What follows belongs to an exercise in optimizing a design on an open flow for small area, a short achievable clock period and few clock cycles; a production flow would make more cautious choices.
The RTL was checked by simulation tests, not by an equivalence proof against the original design.
Power is estimated from default activity; no workload was simulated.

## P
## rps_serial_core
module rps_serial_core (
    input  wire       clk,
    input  wire       rst,         
    input  wire       drv_ready,   
    input  wire [7:0] in_port,     
    input  wire [9:0] dist_mm,     
    input  wire       tick,        
    input  wire       rx_valid,
    input  wire [7:0] rx_data,
    output wire       rx_ready,
    output wire       tx_valid,
    output wire [7:0] tx_data,
    input  wire       tx_ready,
    output wire [7:0] out_port     
);
Size: ~4200 cells after synthesis, about 2300 flip-flops, about 50 I/O pins, roughly 59000 µm² of cells after synthesis.
==> flow/config.mk <==
export PLATFORM = sky130hd
export DESIGN_NAME = rps_serial_core
export DESIGN_NICKNAME = rps_serial_core
export VERILOG_FILES = /design/flow/design.v
export SDC_FILE = /design/flow/constraint.sdc
export NUM_CORES = 4
export LEC_CHECK = 0
export CAP_MARGIN = 20
export CORE_MARGIN = 2
export CORE_UTILIZATION = 70
export PLACE_DENSITY = 0.8
export SLEW_MARGIN = 20
==> flow/constraint.sdc <==
create_clock -name core_clock -period 110.0 [get_ports {clk}]
set_input_delay 22.0000 -clock core_clock [delete_from_list [all_inputs] [get_ports {clk}]]
set_output_delay 22.0000 -clock core_clock [all_outputs]
set_load 0.01 [all_outputs]
standard.sh (not shown) runs the stock make flow with config.mk's settings and CLKGATE_MAP_FILE= SYNTH_SCRIPT=/design/flow/synth_recipe.tcl, a recipe that flattens the netlist after the stock synthesis.
==> flow/flow/run.sh <==
#!/bin/bash
# Standard layout, with faster cells for the port buffers.
set -euo pipefail
cd "$(dirname "$0")/.."
export BUFFER_PORTS_ARGS="-buffer_cell sky130_fd_sc_hd__buf_4"
bash standard.sh finish > standard.log 2>&1
Testbench counts of P, summed over its fixed seeds: cycles 23,789.
Input-level comparison between Q and P:
Settings: changing CORE_UTILIZATION from 70 to 40; changing PLACE_DENSITY from 0.8 to 0.6.
==> flow/run.sh (new file) <==
#!/bin/bash
# synth_recipe.tcl (not shown) runs the flow's synth.tcl, then flattens the netlist and writes it again
# the make line also repeats each setting of config.mk as NAME=value (left out here)
make -C /OpenROAD-flow-scripts/flow DESIGN_CONFIG=/design/flow/config.mk WORK_HOME=/design/flow/orfs CLKGATE_MAP_FILE= SYNTH_SCRIPT=/design/flow/synth_recipe.tcl finish
removed: flow/flow/run.sh
removed: flow/standard.sh
## What came out
Per the final summary, Q finished and its layout is clean on timing, DRC and antenna.
Of P and Q, P shows the higher fraction of the core area covered by cells at the end of the flow, with Q below it.
The combinational power of P and that of Q are within noise of each other.
Average vias per placed instance: Q vs P down 18%
Between P and Q, the worst endpoint data arrival time is lower for P.
Taking P as the reference, in Q switching power summed over all nets moved down, total power of the final layout moved up.
P → Q: die outline height increased 32%, multi-input logic portion of the cell area lower.

* * *

rps_serial_core again, from the RTL that the note above started with.
Settings: LEC_CHECK=0, CAP_MARGIN=20, CORE_MARGIN=2, CORE_UTILIZATION=60, CTS_BUF_LIST=sky130_fd_sc_hd__clkbuf_4, CTS_CLUSTER_SIZE=24, PLACE_DENSITY=0.7, SLEW_MARGIN=20; clock period 110.0 ns.
run.sh (not shown) runs the stock make flow with config.mk's settings and CLKGATE_MAP_FILE= SYNTH_SCRIPT=/design/flow/synth_recipe.tcl, a recipe that flattens the netlist after the stock synthesis.
Stock flow here: none of the scripts above is used.
Testbench counts at the start, summed over its fixed seeds: cycles 23,789.
Next try:
--- a/flow/config.mk
+++ b/flow/config.mk
@@ -10,4 +10,4 @@
 export CORE_UTILIZATION = 60
-export CTS_BUF_LIST = sky130_fd_sc_hd__clkbuf_4
-export CTS_CLUSTER_SIZE = 24
+export CTS_BUF_LIST = sky130_fd_sc_hd__clkbuf_8
+export CTS_CLUSTER_SIZE = 40
 export PLACE_DENSITY = 0.7
Outcome: Global-route usage drops by 0.49 points. Sequential power barely changes. Critical path depth stays the same. Worst hold slack gets better by 0.012 ns. Total power drops by 1.1%. Non-clock buffer count drops by 1. Final area drops by 0.41%.

* * *

== v24 ==
rps_serial_core, a different RTL version from the one above (not shown whole).
Size in the first run: roughly 4900 cells after synthesis, ~2300 flip-flops, about 59000 um^2 of cells after synthesis.
// rps_serial_core
module rps_serial_core (
    input  wire       clk,
    input  wire       rst,         
    input  wire       drv_ready,   
    input  wire [7:0] in_port,     
    input  wire [9:0] dist_mm,     
    input  wire       tick,        
    input  wire       rx_valid,
    input  wire [7:0] rx_data,
    output wire       rx_ready,
    output wire       tx_valid,
    output wire [7:0] tx_data,
    input  wire       tx_ready,
    output wire [7:0] out_port     
);
Settings: LEC_CHECK=0, ABC_AREA=1, CAP_MARGIN=20, CORE_MARGIN=2, CORE_UTILIZATION=76, CTS_BUF_LIST=sky130_fd_sc_hd__clkbuf_8, CTS_CLUSTER_DIAMETER=40, CTS_CLUSTER_SIZE=16, PLACE_DENSITY=0.84, SLEW_MARGIN=20; clock period 110.0 ns.
standard.sh (not shown) runs the stock make flow with config.mk's settings and CLKGATE_MAP_FILE= SYNTH_SCRIPT=/design/flow/synth_recipe.tcl, a recipe that flattens the netlist after the stock synthesis.
==> flow/flow/run.sh <==
#!/bin/bash
# Standard layout, with faster cells for the port buffers.
set -euo pipefail
cd "$(dirname "$0")/.."
export BUFFER_PORTS_ARGS="-buffer_cell sky130_fd_sc_hd__buf_4"
bash standard.sh finish > standard.log 2>&1
Testbench counts of v24, summed over its fixed seeds: cycles 22,748.
## Diff of input files: v28 against v24
- a deleted CTS_BUF_LIST that had been sky130_fd_sc_hd__clkbuf_8
- a change of PLACE_DENSITY from 0.84 to 0.8
- a deleted CTS_CLUSTER_DIAMETER that had been 40
- a change of CORE_UTILIZATION from 76 to 72
- a deleted CTS_CLUSTER_SIZE that had been 16
==> flow/flow/run.sh <==
#!/bin/bash
# Standard layout, with faster cells for the port buffers, and a clock tree
# of strong buffers above smaller leaf buffers.
set -euo pipefail
cd "$(dirname "$0")/.."
export BUFFER_PORTS_ARGS="-buffer_cell sky130_fd_sc_hd__buf_4"
export CTS_ARGS="-sink_clustering_enable -repair_clock_nets -sink_clustering_size 16 -sink_clustering_max_diameter 40 -root_buf sky130_fd_sc_hd__clkbuf_16 -buf_list sky130_fd_sc_hd__clkbuf_16 -sink_clustering_buffer sky130_fd_sc_hd__clkbuf_8"
bash standard.sh finish > standard.log 2>&1
==> notes.md <==
Against v24, v28 comes in 17% lower on routed wire length. Compared to v24, v28 was floorplanned on a bigger die. Post-route worst setup slack (higher): v28. Clock skew improves in v28 relative to v24. Comparing sequential share of layout area for v28 and v24, the smaller number came from v28. Summary of the comparison: post-layout utilization of the core is lower in v28, relative to v24. The lower overall via count from detail_route came out of v28. v28 vs v24, timing endpoint of the critical path: out_port[2] vs rx_ready. Source of the critical timing path: rx_rdy -> v24, o2 -> v28. Comparing v24 against v28, there is no change at all in cts-stage hold buffer count. There was hardly any difference in share of final layout cell area taken by non-clock buffers between v24 and v28. On area added between synthesis and finish: between v28 and v24, it ends up higher for v28. v28 ended up with met4 as its uppermost metal layer occupied by signal nets; v24 ended up with met5.
Input changes introduced in v3 (baseline for comparison: v28):
==> flow/flow/run.sh <==
#!/bin/bash
# Standard layout, with faster cells for the port buffers, and a clock tree
# of strong buffers above smaller leaf buffers.
set -euo pipefail
cd "$(dirname "$0")/.."
export BUFFER_PORTS_ARGS="-buffer_cell sky130_fd_sc_hd__buf_4"
export CTS_ARGS="-sink_clustering_enable -repair_clock_nets -sink_clustering_size 16 -sink_clustering_max_diameter 46 -root_buf sky130_fd_sc_hd__clkbuf_16 -buf_list sky130_fd_sc_hd__clkbuf_16 -sink_clustering_buffer sky130_fd_sc_hd__clkbuf_8"
bash standard.sh finish > standard.log 2>&1
[summary]
Fraction of power consumed by combinational cells: v28 vs v3, no meaningful difference. For v3, the startpoint of the most critical setup path was rx_rdy, unlike v28, where it was o2. Re synthesized instance count: no difference whatsoever between v28 and v3. Diff v28 -> v3: met3 wire length climbed 100 um; largest driver fanout on the critical path dropped 2.
Inputs modified between v3 and v51:
- CTS_CLUSTER_DIAMETER: unset -> 40
- CTS_CLUSTER_SIZE: unset -> 16
- CTS_BUF_LIST: unset -> sky130_fd_sc_hd__clkbuf_8
==> flow/flow/run.sh <==
#!/bin/bash
# Standard layout, with faster cells for the port buffers.
set -euo pipefail
cd "$(dirname "$0")/.."
export BUFFER_PORTS_ARGS="-buffer_cell sky130_fd_sc_hd__buf_4"
bash standard.sh finish > standard.log 2>&1
## What came out
Number of iterations in the first detailed-routing pass (v51 over v3): decrease, 2
Delta (v51 minus v3): worst-case hold slack barely changed, final worst setup slack saw a decrease, sequential share of layout area -0.29 points, clock tree buffer count of the final layout has increased, count of multi-input combinational gates flat.

* * *

Setup of JK:
rps_serial_core again, from the RTL that the note above started with.
Settings: LEC_CHECK=0, ABC_AREA=1, CAP_MARGIN=20, CORE_MARGIN=2, CORE_UTILIZATION=65, CTS_BUF_LIST=sky130_fd_sc_hd__clkbuf_8, CTS_CLUSTER_DIAMETER=45, CTS_CLUSTER_SIZE=20, GPL_TIMING_DRIVEN=0, PLACE_DENSITY=0.75, SLEW_MARGIN=20; clock period 110.0 ns.
==> flow/flow/run.sh <==
#!/bin/bash
# Standard layout, with faster cells for the port buffers.
set -euo pipefail
cd "$(dirname "$0")/.."
export BUFFER_PORTS_ARGS="-buffer_cell sky130_fd_sc_hd__buf_4"
bash standard.sh finish > standard.log 2>&1
JK did not stop at any stage, and its layout met the timing, design-rule and antenna checks.
Testbench counts of JK, summed over its fixed seeds: cycles 22,748.
Here is what was changed in the inputs of MS compared with JK.
Settings: GPL_TIMING_DRIVEN: 0 -> unset; PLACE_DENSITY: 0.75 -> 0.82; CORE_UTILIZATION: 65 -> 74; CTS_CLUSTER_SIZE: 20 -> unset; CTS_BUF_LIST: sky130_fd_sc_hd__clkbuf_8 -> unset; CTS_CLUSTER_DIAMETER: 45 -> unset.
==> flow/flow/run.sh <==
#!/bin/bash
# Standard layout, with faster cells for the port buffers, and a clock tree
# of strong buffers above smaller leaf buffers.
set -euo pipefail
cd "$(dirname "$0")/.."
export BUFFER_PORTS_ARGS="-buffer_cell sky130_fd_sc_hd__buf_4"
export CTS_ARGS="-sink_clustering_enable -repair_clock_nets -sink_clustering_size 16 -sink_clustering_max_diameter 46 -root_buf sky130_fd_sc_hd__clkbuf_16 -buf_list sky130_fd_sc_hd__clkbuf_16 -sink_clustering_buffer sky130_fd_sc_hd__clkbuf_8"
bash standard.sh finish > standard.log 2>&1
[summary]
- Clock-buffer cell count is lower on JK
- Comparing MS with JK, the relative area of clock buffers and inverters in the final design came out essentially unchanged.
- Cell area after placement (lower): MS
- As far as flip-flop and latch count goes, JK and MS are indistinguishable; the numbers are identical.
- Compared to JK, MS has wire length about 18% higher.
- Clock input transition at the sequential cells of the worst setup and hold paths for MS: 0.02 ns down relative to JK
- [MS vs JK] total number of vias: higher in MS
- Changes observed in MS relative to JK: height of the die lower, global-route usage climbed 9.3 points.

separate check: timing with driven ports:
How much do the figures lean on ideal ports? The routed layouts below were timed once more, with nothing changed but the port constraints.
Step 1 sets driving cells, clkbuf_16 on the clock port and buf_2 on the other inputs (assumed; they add their load-dependent delay and slew).
Step 2 also shifts input and output timing later by t, the mid clock arrival at the registers, as if the neighbouring blocks saw the same clock.
Slacks: ideal ports / drivers / drivers and shift; pairs: ideal ports / drivers.
run | shift t [ns] | setup slack, ns | worst hold slack (ns)
P | 0.840 | 86.670 / 86.599 / 86.882 | 0.290 / 0.290 / 0.290
Q | 0.851 | 86.226 / 86.151 / 86.160 | 0.287 / 0.287 / 0.287
the first run of note 2 | 1.186 | 85.931 / 85.867 / 86.614 | 0.260 / 0.260 / 0.260
the second run of note 2 | 0.958 | 86.142 / 86.079 / 86.603 | 0.272 / 0.272 / 0.272
v24 | 0.949 | 86.578 / 86.509 / 86.357 | 0.293 / 0.293 / 0.293
v28 | 0.796 | 86.737 / 86.668 / 86.484 | 0.317 / 0.317 / 0.317
v3 | 0.794 | 86.705 / 86.640 / 86.235 | 0.310 / 0.310 / 0.310
v51 | 0.899 | 86.627 / 86.563 / 86.506 | 0.309 / 0.309 / 0.309
JK | 0.919 | 86.527 / 86.463 / 85.742 | 0.306 / 0.306 / 0.306
MS | 0.801 | 86.719 / 86.648 / 86.520 | 0.318 / 0.318 / 0.318
After both steps every run listed still meets setup and hold. For JK, which loses most, drivers alone change the setup slack by -0.064 ns; drivers and shift together by -0.785 ns.
